What follows belongs to an exercise in optimizing a design on an open flow for small area, a short achievable clock period and few clock cycles; a production flow would make more cautious choices. Where RTL was checked, it was by simulation tests only, not by an equivalence proof against the original. Power figures rest on the tool's default switching activity, not on a simulated workload.

the previous run:
Design stackmat_core, start of the top module:
module stackmat_core (
    input  wire        clk,
    input  wire        rst,
    input  wire        cmd_valid,
    output wire        cmd_ready,
    input  wire [79:0] cmd,
    output wire        rsp_valid,
    output wire [7:0]  rsp_status,
    output wire        rsp_flag,
    output wire [63:0] rsp_val,
    output wire [7:0]  rsp_len,
    output wire        dat_valid,
    output wire [7:0]  dat_byte,
    output wire        tx_valid,
    output wire [3:0]  tx_len,
    output wire [71:0] tx_data,
    input  wire        tx_ack,
    input  wire        tx_err,
    input  wire [7:0]  tx_n
);
clock: 17.0 ns
lec_check: 0
cap_margin: 20
core_margin: 2
core_utilization: 40
slew_margin: 20
run.sh (not shown) runs the stock make flow with config.mk's settings and CLKGATE_MAP_FILE= SYNTH_SCRIPT=/design/flow/synth_recipe.tcl, a recipe that flattens the netlist after the stock synthesis.
The previous run was carried through to the last stage, and its layout satisfied the timing, design-rule and antenna checks.
Testbench counts of the previous run, summed over its fixed seeds: cycles 13,033.
For the current run, these inputs were changed with respect to the previous run:
diff --git a/flow/design.v b/flow/design.v
--- a/flow/design.v
+++ b/flow/design.v
@@ -177,22 +177,26 @@
                 5'd7:    pktbyte = {2'b01, pk_sum};
                 5'd8:    pktbyte = 8'h0D;
                 default: pktbyte = 8'h00;
             endcase
         end
     endfunction
     reg [79:0] cw;
     reg        cv;
     reg        pd_hold;
     reg        pd_ts;       
     reg        pd_tk;       
+    reg        pd_azh;      
+    reg        pd_azm;      
+    reg        pd_azl;      
+    reg        pd_bz;       
     reg        pd_fmt;      
     reg        pd_enc;      
     reg [2:0]  fpass;       
     reg [4:0]  fidx;        
     reg        rdy_q;       
     reg [3:0]  es;
     reg [2:0]  jk;
     reg [2:0]  dk;
     reg [1:0]  pdsrc;
     reg [4:0]  cnt;         
     reg        dv_busy;     
@@ -231,27 +235,26 @@
     reg [3:0]  tl_q;        
     reg        ack_q;
     reg        err_q;
     reg [7:0]  n_q;
     reg        sink_busy;
     reg        sink_err;
     wire [3:0] tx_off = ack_q ? (txoff + n_q[3:0]) : txoff;
     wire [9:0] tx_oh  = 10'd1 << tx_off;
     wire [7:0]  op = cw[79:72];
     wire [7:0]  b  = cw[71:64];
     wire [63:0] a  = cw[63:0];
-    wire a_z_hi  = ~|a[63:48];
-    wire a_z_mid = ~|a[47:32];
-    wire a_z_lo  = ~|a[31:0];
-    wire a_z     = a_z_hi & a_z_mid & a_z_lo;
-    wire b_z     = ~|b;
+    wire a_z_hi  = pd_azh;
+    wire a_z_mid = pd_azm;
+    wire a_z     = pd_azh & pd_azm & pd_azl;
+    wire b_z     = pd_bz;
     reg legal;
     always @(*) begin
         case (op)
             OP_FMT:   legal = 1'b1;
             OP_CONV,
             OP_START,
             OP_STOP,
             OP_TICK:  legal = b_z;
             OP_CSUM:  legal = b_z & a_z_hi;
             OP_MARK:  legal = ~|b[7:2] & a_z;
             OP_ENC:   legal = ~|b[7:2] & a_z_hi & a_z_mid;
@@ -530,22 +533,26 @@
     always @(posedge clk) begin
         push  = 1'b0;
         kick  = 1'b0;
         es_n  = es;
         cv_n  = cv;
         pdh_n = pd_hold;
         if (cmd_ready) begin
             cw      <= cmd;
             pdh_n = hold_op(cmd[79:72]);
             pd_ts   <= (cmd[79:72] == OP_TICK) || (cmd[79:72] == OP_STOP);
             pd_tk   <= (cmd[79:72] == OP_TICK);
+            pd_azh  <= ~|cmd[63:48];
+            pd_azm  <= ~|cmd[47:32];
+            pd_azl  <= ~|cmd[31:0];
+            pd_bz   <= ~|cmd[71:64];
             pd_fmt  <= (cmd[79:72] == OP_FMT);
             pd_enc  <= (cmd[79:72] == OP_ENC);
         end
         rsp_valid_q <= 1'b0;
         dat_valid_q <= 1'b0;
         if (o_strm) begin
             dat_valid_q <= 1'b1;
             dat_byte_q  <= o_src ? cap_q[o_idx[2:0]*8 +: 8] : pktbyte({1'b0, o_idx});
             if (o_rem == 8'd0) begin
                 rsp_valid_q  <= 1'b1;
                 rsp_status_q <= 2'd0;
Notes after the runs:
- The flow did not stop early for the current run: all stages ran, and the layout cleared the timing, design-rule and antenna checks.
- The current run ended with more internal power than the previous run.
- The current run vs. the previous run: insertion delay to the later sink of the worst-skew pair went down by 0.09 ns.
- The current run vs. the previous run: data arrival time of the critical path went down by 0.13 ns.
- Looking only at share of power burned in combinational logic, and setting everything else aside, the lower value of the previous run and the current run goes to the previous run.
- Per the comparison of the current run with the previous run, cell count after synthesis decreased by 39 relative to the old numbers; peak supply drop decreased by about 14% relative to the old numbers; cell count closely matched the old numbers; final net count closely matched the old numbers.
- The first-iteration DRC count in the current run sits 6.1% above the value recorded for the previous run.
- Compared with the previous run, the current run ends up with a larger final cell area.
- Comparing the previous run against the current run, there is no change at all in critical path depth.
- Proportion of power drawn by the clock network came out lower on the current run than on the previous run.
The RTL of the current run was laid out without a check of its function.

[static timing again, ports no longer ideal]
The results above use ideal ports. As a check the final layouts listed here were re-extracted and re-timed, cells and wires unchanged.
Step 1 sets driving cells, clkbuf_16 on the clock port and buf_2 on the other inputs (assumed; they add their load-dependent delay and slew).
Step 2 also shifts input and output timing later by t, the mid clock arrival at the registers, as if the neighbouring blocks saw the same clock.
Three values: no drivers, after step 1, after step 2; two values: the first two.
| run | shift t [ns] | slack for setup (ns) | hold WS [ns] | worst setup path at the end | slew at the worst register clock pin (ns) |
|---|---|---|---|---|---|
| the previous run | 0.767 | 11.483 / 11.410 / 11.500 | 0.511 / 0.511 / 0.511 | input to register | 0.07 / 0.07 |
| the current run | 0.688 | 11.611 / 11.544 / 11.162 | 0.495 / 0.495 / 0.495 | input to register | 0.07 / 0.07 |
After both steps setup and hold are still met in every run listed. The setup slack of the current run, which loses most, moves by -0.067 ns with the drivers and by -0.449 ns with both steps.
